This design comes from an exercise in tuning for small area, a short achievable clock period and few clock cycles on the open sky130 flow, not from production work.
The RTL was checked by simulation tests, not by an equivalence proof against the original design.
Power figures rest on the tool's default switching activity, not on a simulated workload.

[flow/config.mk]
export PLATFORM = sky130hd
export DESIGN_NAME = ppc
export DESIGN_NICKNAME = ppc
export VERILOG_FILES = /design/flow/design.v
export SDC_FILE = /design/flow/constraint.sdc
export NUM_CORES = 4
export LEC_CHECK = 0
export CAP_MARGIN = 20
export CORE_MARGIN = 2
export CORE_UTILIZATION = 40
export PLACE_DENSITY = 0.6
export SLEW_MARGIN = 20
[flow/constraint.sdc]
create_clock -name core_clock -period 18.0 [get_ports {clk}]
set_input_delay 3.6000 -clock core_clock [delete_from_list [all_inputs] [get_ports {clk}]]
set_output_delay 3.6000 -clock core_clock [all_outputs]
set_load 0.01 [all_outputs]
[flow/design.v]
module ppc (
    input  wire        clk,
    input  wire        rst,
    input  wire        bus_sel,
    input  wire        bus_write,
    input  wire [11:0] bus_addr,
    input  wire [31:0] bus_wdata,
    output reg  [31:0] bus_rdata,
    output wire        bus_ready,
    output wire        irq
);
    localparam integer MAX_PIXELS = 36;
    localparam integer MAX_STAGES = 8;
    localparam [1:0] PH_IDLE = 2'd0, PH_RUN = 2'd1, PH_SNAP = 2'd2, PH_DONE = 2'd3;
    localparam [3:0] E_ILLEGAL = 4'd1, E_STATE = 4'd2, E_SIZE = 4'd3, E_FULL = 4'd4;
    localparam [1:0] K_GRAY = 2'd0, K_BLUR = 2'd1, K_SOBEL = 2'd2;
    reg  [1:0]  phase;
    reg         wsel;
    reg  [11:0] w, h;
    reg  [1:0]  stages [0:MAX_STAGES-1];
    reg  [7:0]  stage_cnt;
    reg  [7:0]  stage_ptr;
    reg  [31:0] pix_xy;
    reg  [23:0] pix_data;
    reg  [31:0] scl_in;
    reg  [31:0] scl_out;
    reg  [2:0]  irq_en;
    reg  [2:0]  irq_status;
    reg  [3:0]  err_code;
    reg  [7:0]  err_op;
    reg  [23:0] buf0 [0:MAX_PIXELS-1];
    reg  [23:0] buf1 [0:MAX_PIXELS-1];
    assign bus_ready = 1'b1;
    assign irq = |(irq_status & irq_en);
    function automatic in_range(input signed [16:0] x, input signed [16:0] y,
                                input [11:0] ww, input [11:0] hh);
        in_range = (x >= 0) && (y >= 0) &&
                   (x < $signed({5'd0, ww})) && (y < $signed({5'd0, hh}));
    endfunction
    function automatic [5:0] pix_index(input [5:0] x, input [5:0] y, input [11:0] ww);
        reg [11:0] prod;
        begin
            prod = y * ww[5:0];
            pix_index = prod[5:0] + x;
        end
    endfunction
    wire [9:0]  word  = bus_addr[11:2];
    wire        wr    = bus_sel & bus_write;
    wire        cmd_wr = wr && (word == 10'h001);
    wire [7:0]  op    = bus_wdata[31:24];
    wire [23:0] opnd  = bus_wdata[23:0];
    wire signed [16:0] hx = {pix_xy[15], pix_xy[15:0]};
    wire signed [16:0] hy = {pix_xy[31], pix_xy[31:16]};
    wire        h_in  = in_range(hx, hy, w, h);
    wire [5:0]  h_idx = pix_index(hx[5:0], hy[5:0], w);
    wire [23:0] h_pix = !h_in ? 24'd0 : (wsel ? buf1[h_idx] : buf0[h_idx]);
    reg        c_illegal;
    reg        c_state;
    reg [3:0]  c_err;
    wire [23:0] init_area = opnd[11:0] * opnd[23:12];
    always @* begin
        c_illegal = 1'b0;
        c_state   = 1'b0;
        c_err     = 4'd0;
        case (op)
            8'h00, 8'h03, 8'h04, 8'h10, 8'h11, 8'h20, 8'h21, 8'h22:
                c_illegal = (opnd != 24'd0);
            8'h01: c_illegal = 1'b0;
            8'h02: c_illegal = (opnd[23:2] != 22'd0) || (opnd[1:0] == 2'd3);
            default: c_illegal = 1'b1;
        endcase
        case (op)
            8'h01: c_state = (phase == PH_RUN) || (phase == PH_SNAP);
            8'h02: c_state = (phase != PH_IDLE);
            8'h03: c_state = (phase != PH_IDLE);
            8'h04: c_state = (phase != PH_SNAP);
            8'h10: c_state = (phase == PH_RUN);
            8'h11: c_state = (phase != PH_IDLE);
            default: c_state = 1'b0;
        endcase
        if (c_illegal)
            c_err = E_ILLEGAL;
        else if (c_state)
            c_err = E_STATE;
        else if (op == 8'h01 && init_area > MAX_PIXELS)
            c_err = E_SIZE;
        else if (op == 8'h02 && stage_cnt == MAX_STAGES)
            c_err = E_FULL;
    end
    wire c_ok = cmd_wr && (c_err == 4'd0);
    wire do_init    = c_ok && op == 8'h01;
    wire do_add     = c_ok && op == 8'h02;
    wire do_exec    = c_ok && op == 8'h03;
    wire do_ack     = c_ok && op == 8'h04;
    wire do_pixr    = c_ok && op == 8'h10;
    wire do_pixw    = c_ok && op == 8'h11;
    wire do_scl     = c_ok && (op == 8'h20 || op == 8'h21 || op == 8'h22);
    wire signed [31:0] sin = scl_in;
    reg [31:0] scl_res;
    always @* begin
        case (op)
            8'h20: scl_res = sin >>> 8;
            8'h21: scl_res = sin < 0 ? 32'd0 : (sin > 255 ? 32'd255 : sin);
            default: scl_res = (sin < 0) ? ((sin + 32'sd255) >>> 8) : (sin >>> 8);
        endcase
    end
    reg  [5:0]  ex, ey;           
    reg  [3:0]  tap;              
    reg         e_busy;           
    reg  [11:0] acc_b;
    reg  signed [11:0] acc_x, acc_y;
    wire [1:0]  kern = stages[stage_ptr[2:0]];
    reg  signed [2:0] dx, dy;
    always @* begin
        case (tap)
            4'd0: begin dy = -3'sd1; dx = -3'sd1; end
            4'd1: begin dy = -3'sd1; dx =  3'sd0; end
            4'd2: begin dy = -3'sd1; dx =  3'sd1; end
            4'd3: begin dy =  3'sd0; dx = -3'sd1; end
            4'd4: begin dy =  3'sd0; dx =  3'sd0; end
            4'd5: begin dy =  3'sd0; dx =  3'sd1; end
            4'd6: begin dy =  3'sd1; dx = -3'sd1; end
            4'd7: begin dy =  3'sd1; dx =  3'sd0; end
            default: begin dy = 3'sd1; dx = 3'sd1; end
        endcase
    end
    wire signed [16:0] nx = (kern == K_GRAY) ? $signed({11'd0, ex}) : $signed({11'd0, ex}) + dx;
    wire signed [16:0] ny = (kern == K_GRAY) ? $signed({11'd0, ey}) : $signed({11'd0, ey}) + dy;
    wire        n_in  = in_range(nx, ny, w, h);
    wire [5:0]  n_idx = pix_index(nx[5:0], ny[5:0], w);
    wire [23:0] n_pix = !n_in ? 24'd0 : (wsel ? buf1[n_idx] : buf0[n_idx]);
    wire [7:0]  n_r   = n_pix[7:0];
    reg  [2:0]        wb;
    reg  signed [2:0] wx, wy;
    always @* begin
        case (tap)
            4'd0: begin wb = 3'd1; wx = -3'sd1; wy = -3'sd1; end
            4'd1: begin wb = 3'd2; wx =  3'sd0; wy = -3'sd2; end
            4'd2: begin wb = 3'd1; wx =  3'sd1; wy = -3'sd1; end
            4'd3: begin wb = 3'd2; wx = -3'sd2; wy =  3'sd0; end
            4'd4: begin wb = 3'd4; wx =  3'sd0; wy =  3'sd0; end
            4'd5: begin wb = 3'd2; wx =  3'sd2; wy =  3'sd0; end
            4'd6: begin wb = 3'd1; wx = -3'sd1; wy =  3'sd1; end
            4'd7: begin wb = 3'd2; wx =  3'sd0; wy =  3'sd2; end
            default: begin wb = 3'd1; wx = 3'sd1; wy = 3'sd1; end
        endcase
    end
    wire [11:0]        nb_b = acc_b + n_r * wb;
    wire signed [11:0] nb_x = acc_x + $signed({1'b0, n_r}) * wx;
    wire signed [11:0] nb_y = acc_y + $signed({1'b0, n_r}) * wy;
    wire [11:0]        ab_x = nb_x < 0 ? -nb_x : nb_x;
    wire [11:0]        ab_y = nb_y < 0 ? -nb_y : nb_y;
    wire [12:0]        mag  = ab_x + ab_y;
    wire [15:0] gsum = n_pix[7:0] * 8'd77 + n_pix[15:8] * 8'd150 + n_pix[23:16] * 8'd29;
    reg  [7:0] e_val;
    always @* begin
        case (kern)
            K_GRAY:  e_val = gsum[15:8];
            K_BLUR:  e_val = nb_b[11:4];
            default: e_val = (mag > 13'd255) ? 8'd255 : mag[7:0];
        endcase
    end
    wire last_tap  = (kern == K_GRAY) || (tap == 4'd8);
    wire last_x    = ({6'd0, ex} == w - 12'd1);
    wire last_y    = ({6'd0, ey} == h - 12'd1);
    wire interior  = (ex != 6'd0) && (ey != 6'd0) && !last_x && !last_y;
    wire e_write   = e_busy && last_tap && (kern != K_SOBEL || interior);
    wire [5:0] e_idx = pix_index(ex, ey, w);
    wire empty_img = (w == 12'd0) || (h == 12'd0);
    wire eng_start  = (phase == PH_RUN) && !e_busy && (stage_ptr != stage_cnt);
    wire eng_finish = (phase == PH_RUN) && !e_busy && (stage_ptr == stage_cnt);
    wire stage_end  = e_busy && last_tap && last_x && last_y;
    wire eng_swap   = stage_end || (eng_start && empty_img);
    integer i;
    always @(posedge clk) begin
        if (rst) begin
            phase      <= PH_IDLE;
            wsel       <= 1'b0;
            w          <= 12'd0;
            h          <= 12'd0;
            stage_cnt  <= 8'd0;
            stage_ptr  <= 8'd0;
            pix_xy     <= 32'd0;
            pix_data   <= 24'd0;
            scl_in     <= 32'd0;
            scl_out    <= 32'd0;
            irq_en     <= 3'd0;
            irq_status <= 3'd0;
            err_code   <= 4'd0;
            err_op     <= 8'd0;
            e_busy     <= 1'b0;
            ex         <= 6'd0;
            ey         <= 6'd0;
            tap        <= 4'd0;
            acc_b      <= 12'd0;
            acc_x      <= 12'sd0;
            acc_y      <= 12'sd0;
            for (i = 0; i < MAX_STAGES; i = i + 1)
                stages[i] <= 2'd0;
        end else begin
            if (wr) begin
                case (word)
                    10'h004: pix_xy   <= bus_wdata;
                    10'h005: pix_data <= bus_wdata[23:0];
                    10'h006: scl_in   <= bus_wdata;
                    10'h008: irq_en   <= bus_wdata[2:0];
                    10'h009: begin
                        irq_status <= irq_status & ~bus_wdata[2:0];
                        if (bus_wdata[2]) begin
                            err_code <= 4'd0;
                            err_op   <= 8'd0;
                        end
                    end
                    default: ;
                endcase
            end
            if (cmd_wr && c_err != 4'd0) begin
                err_code      <= c_err;
                err_op        <= op;
                irq_status[2] <= 1'b1;
            end
            if (do_init) begin
                w         <= opnd[11:0];
                h         <= opnd[23:12];
                wsel      <= 1'b0;
                stage_cnt <= 8'd0;
                stage_ptr <= 8'd0;
                phase     <= PH_IDLE;
                for (i = 0; i < MAX_STAGES; i = i + 1)
                    stages[i] <= 2'd0;
            end
            if (do_add) begin
                stages[stage_cnt[2:0]] <= opnd[1:0];
                stage_cnt <= stage_cnt + 8'd1;
            end
            if (do_exec) begin
                stage_ptr <= 8'd0;
                phase     <= PH_RUN;
            end
            if (do_ack)
                phase <= PH_RUN;
            if (do_pixr)
                pix_data <= h_pix;
            if (do_scl)
                scl_out <= scl_res;
            if (eng_finish) begin
                phase         <= PH_DONE;
                irq_status[1] <= 1'b1;
            end
            if (eng_start && !empty_img) begin
                e_busy <= 1'b1;
                ex     <= 6'd0;
                ey     <= 6'd0;
                tap    <= 4'd0;
                acc_b  <= 12'd0;
                acc_x  <= 12'sd0;
                acc_y  <= 12'sd0;
            end
            if (e_busy) begin
                if (last_tap) begin
                    tap   <= 4'd0;
                    acc_b <= 12'd0;
                    acc_x <= 12'sd0;
                    acc_y <= 12'sd0;
                    if (last_x) begin
                        ex <= 6'd0;
                        ey <= ey + 6'd1;
                    end else begin
                        ex <= ex + 6'd1;
                    end
                end else begin
                    tap   <= tap + 4'd1;
                    acc_b <= nb_b;
                    acc_x <= nb_x;
                    acc_y <= nb_y;
                end
            end
            if (stage_end)
                e_busy <= 1'b0;
            if (eng_swap) begin
                wsel          <= ~wsel;
                stage_ptr     <= stage_ptr + 8'd1;
                phase         <= PH_SNAP;
                irq_status[0] <= 1'b1;
            end
        end
    end
    always @(posedge clk) begin
        for (i = 0; i < MAX_PIXELS; i = i + 1) begin
            if (do_init || (do_exec && !wsel))
                buf1[i] <= 24'd0;
            if (do_init || (do_exec && wsel))
                buf0[i] <= 24'd0;
        end
        if (do_pixw && h_in) begin
            if (wsel) buf1[h_idx] <= pix_data;
            else      buf0[h_idx] <= pix_data;
        end
        if (e_write) begin
            if (wsel) buf0[e_idx] <= {3{e_val}};
            else      buf1[e_idx] <= {3{e_val}};
        end
    end
    wire [7:0] stg_i = word[7:0] - 8'h40;
    always @* begin
        bus_rdata = 32'd0;
        case (word)
            10'h000: bus_rdata = 32'h4950_4507;
            10'h002: bus_rdata = {err_op, stage_cnt, stage_ptr, err_code, 1'b0, wsel, phase};
            10'h003: bus_rdata = {8'd0, h, w};
            10'h004: bus_rdata = pix_xy;
            10'h005: bus_rdata = {8'd0, pix_data};
            10'h006: bus_rdata = scl_in;
            10'h007: bus_rdata = scl_out;
            10'h008: bus_rdata = {29'd0, irq_en};
            10'h009: bus_rdata = {29'd0, irq_status};
            10'h00A: bus_rdata = {MAX_PIXELS[23:0], MAX_STAGES[7:0]};
            default:
                if (word >= 10'h040 && word <= 10'h13E && stg_i < stage_cnt)
                    bus_rdata = {30'd0, stages[stg_i[2:0]]};
        endcase
    end
endmodule
[flow/run.sh]
#!/bin/bash
# synth_recipe.tcl (not shown) runs the flow's synth.tcl, then flattens the netlist and writes it again
# the make line also repeats each setting of config.mk as NAME=value (left out here)
make -C /OpenROAD-flow-scripts/flow DESIGN_CONFIG=/design/flow/config.mk WORK_HOME=/design/flow/orfs CLKGATE_MAP_FILE= SYNTH_SCRIPT=/design/flow/synth_recipe.tcl finish
==> run summary <==
* Outcome: timing/DRC/antenna clean
* Starting Density at 40.1%
* Most used standard cell by instance count after synthesis: edfxtp_1
* Post-CTS Setup Inserts at 0
* I/O Buffers at 78
* Final Slew Violations at 0
* Pwr Density at 86.6 nW/um^2
* Mean Syn Cell Area at 15.2 um^2
* Max Clock Skew at 0.112 ns
* Synth area leader: edfxtp_1
* DR iter-0 viols at 16400
* Grt ovf at 0
* Switching power at 4.20 mW
* CP arrival at 17.36 ns
* Slew @ Worst Pin at 1.38 ns
* Initial DRT Pass Iterations at 9
* Ys async rst share at 0%
* Final-report hold violation count at 0
* Final Power at 17.5 mW
* Yosys warns at 1
* Core Area at 448000 um^2
* Fillers at 38900
* Sequential element share of the synthesized area at 54.3%
* Routed Antenna Nets at 0
* Clock power frac at 42.8%
* H-tree depth at 5
* Slew margin rel. at 5.57%
* Flops & latches, synth at 3333
* First-pass GRT wire length at 875000 um
* Worst path max stage delay at 0.80 ns
* CTS clk-pin slew, worst paths at 0.06 ns
* Area of the mapped netlist at 180000 um^2
* Post-cts sizing count at 0
* P_leak at 65.4 nW
* Fraction of layout cells with a size suffix above 1 at 27.0%
* Max rail drop VDD at 0.0000948 V
* WL/cell at 34.5 um
* Max FO, Critical Path at 28
* Vias in the first global route at 117000
* Final GP Congestion at 0.975
* Combinational power share at 9.5%
* Fmax at 59.9 MHz
* Synth Area in Adders at 4.80%
* DRC errors left at 0
* CP max-delay cell: mux2i_1
* Startpoint Class: register
* Flop pwr share at 47.7%
* Initial antenna violation count at 57
* Post-synthesis mux area share at 26.2%
* HP Class: register to register
* Compound-gate portion of the synthesized area at 3.07%
* Max-capacitance violation count at 0
* Cell Int Power at 13.3 mW
* Final setup vio count at 0
* Synth top cells by count: edfxtp_1, nor2_1, mux4_2, clkbuf_1, nand2_1
* Final period utilization at 92.8%
* Req. time, crit path at 18.66 ns
* Root buf cell: clkbuf_16
* Synth Area in XOR/XNOR at 0.830%
* Simple-gate area share of the yosys netlist at 7.66%
* Die Height at 674 um
* Cell Rows at 246
* Chip width at 674 um
* Die area at 455000 um^2
* Hold Buf Count CTS at 0
* Number of flops mapped to enable cells by yosys at 3088
* Fin Setup TNS at 0 ns
* Synth top area share at 51.6%
* Fin nets at 12400
* Worst-Skew Late Latency at 1.02 ns
* Most common cell on crit path: inv_1
* Post-route minimum period at 16.70 ns
* Crit end category: register
* Kind of critical path: register to register
* Main combinational cell family by area after synthesis: multiplexers
* Main synth FF type: edfxtp_1
* Post-synth cell types at 93
* Num CTS Buffers at 367
* Top post-synthesis cells by area: edfxtp_1, mux4_2, nor2_1, dfxtp_1, fa_1
* IO Count at 82
* Layout area overhead at 12.2%
* Largest net degree at the start of global routing at 138
* DPL Wire Length at 406000 um
* RSZ-0062 raised after global routing: false
* Clock Tree Buf Depth at 4
* Vias per inst at 6.38
* Sw frac at 24.0%
* CTS Sinks at 3333
* Vias at 115000
* Syn Nets at 12400
* Total track usage at 27.1%
* CTS tree: yes
* Drt total wl at 624000 um
* Cells after Synth at 11800
[metal layers]
layer | GRT usage, % | vias up | wire [um]
met2 | 42.4 | 7246 | 287000
li1 | - | 45900 | -
met3 | 7.09 | 1520 | 73600
met5 | 0 | - | 141
met4 | 15.0 | 20 | 40600
met1 | 34.5 | 60600 | 222000
[state kept, by name, indices dropped and copies added (netlist names), 16 cells and up, named ones only]
| signal | cells |
|---|---|
| buf0 | 1536 |
| buf1 | 1536 |
| pix_xy | 32 |
| scl_in | 32 |
| scl_out | 32 |
| pix_data | 24 |
| stages | 16 |
[worst paths after layout]
check | startpoint | end | slack [ns] | depth (start not counted)
worst min register to register | err_op[2] | err_op[2] | 0.46 | 2
worst min-delay path | err_op[2] | err_op[2] | 0.46 | 2
worst max-delay path | register | buf0[46][4] | 1.30 | 51
worst max register to register | register | buf0[46][4] | 1.30 | 51
[cell families (layout without fill, tap and decap cells)]
family          after synthesis  in the layout
compound gates              800            800
xor+xnor                    163            163
fa+ha+maj                   556            556
buf+inv                    1455           1762
flops                      3333           3333
mux                        2224           2224
other cells                   1             19
simple gates               3279           3279
[final cells by class]
type	count	area, um^2	share of cell area [%]
Timing Repair Buffer	627	5900	2.92
Clock buffer	463	9790	4.85
Sequential cell	3333	97600	48.4
Multi-Input combinational cell	7023	77300	38.3
Inverter	466	1750	0.867
Tap cell	5952	7450	3.69
Clock inverter	206	1950	0.966
Antenna cell	18	45.0	0.0223
[cells in the final DEF (no fill, tap or decap), types with 56 or more instances in the layout]
cell,synthesis,final
edfxtp_1,3088,3088
nor2_1,2061,2003
mux4_2,1953,1953
nand2_1,577,570
buf_4,12,471
inv_1,441,441
clkbuf_16,0,376
ha_1,334,330
dfxtp_1,245,244
a21oi_1,241,241
fa_1,222,220
mux2i_1,225,218
nand3_1,162,154
o21ai_0,125,123
xnor2_1,110,106
and2_1,95,95
a22oi_1,95,95
clkinv_1,7,88
clkbuf_1,691,82
clkdlybuf4s50_1,0,77
buf_12,0,70
clkinv_2,0,58
nor2_4,1,56
[power by group through the flow]
| stage | combinational [mW] | clock, mW | sequential (mW) |
|---|---|---|---|
| finish | 1.66 | 7.48 | 8.33 |
| global route | 1.81 | 7.83 | 8.33 |
| CTS | 1.65 | 7.55 | 8.33 |
| detailed placement | 1.64 | 0 | 8.50 |
| global placement | 1.63 | 0 | 8.50 |
| floorplan | 1.14 | 0 | 8.50 |
[critical path, delay by kind of cell, from the launching register on]
kind	cells	cell delay [ns]
adder cells (fa/ha/maj)	15	5.81
AND/OR/NAND/NOR	5	0.80
AO/OA/AOI/OAI	9	2.32
flip-flops	1	0.46
multiplexers	6	3.78
XOR/XNOR	1	0.72
buffers and inverters	15	2.40
[metrics by stage]
| stage | utilization, % | instances | instance area [um^2] | setup WS [ns] | hold slack (ns) |
|---|---|---|---|---|---|
| after detailed placement | 42.4 | 17400 | 190000 | 1.50 | 0.456 |
| after global placement | 42.3 | 17400 | 190000 | 1.12 | 0.443 |
| after CTS | 45.0 | 18100 | 202000 | 1.39 | 0.464 |
| after global routing | 45.0 | 18100 | 202000 | 0.543 | 0.488 |
| final | 45.0 | 18100 | 202000 | 1.30 | 0.461 |
| after floorplan | - | 11800 | 180000 | 3.72 | 0.431 |
Testbench counts, summed over its fixed seeds: cycles 35,046.

==> what the ideal ports hide <==
Ports are ideal in the flow. The routed layout listed here was re-timed in OpenROAD. Step 1 assumes that a clkbuf_16 drives the clock port and a buf_2 every other input. Step 2 moves the port delays by t, midway between the first and last clock arrival at a register: inputs arrive t later, outputs are due t later. That takes back most of the time a late clock gives input paths. Slacks: ideal / step 1 / step 2; pairs: ideal / step 1.
shift t [ns]: 1.093
setup slack, ns: 1.299 / 1.299 / 1.299
pins driven straight from the clock port: 1
After both steps setup and hold are still met in this run. The setup slack of this run moves by 0.000 ns with the drivers and by 0.000 ns with both steps.
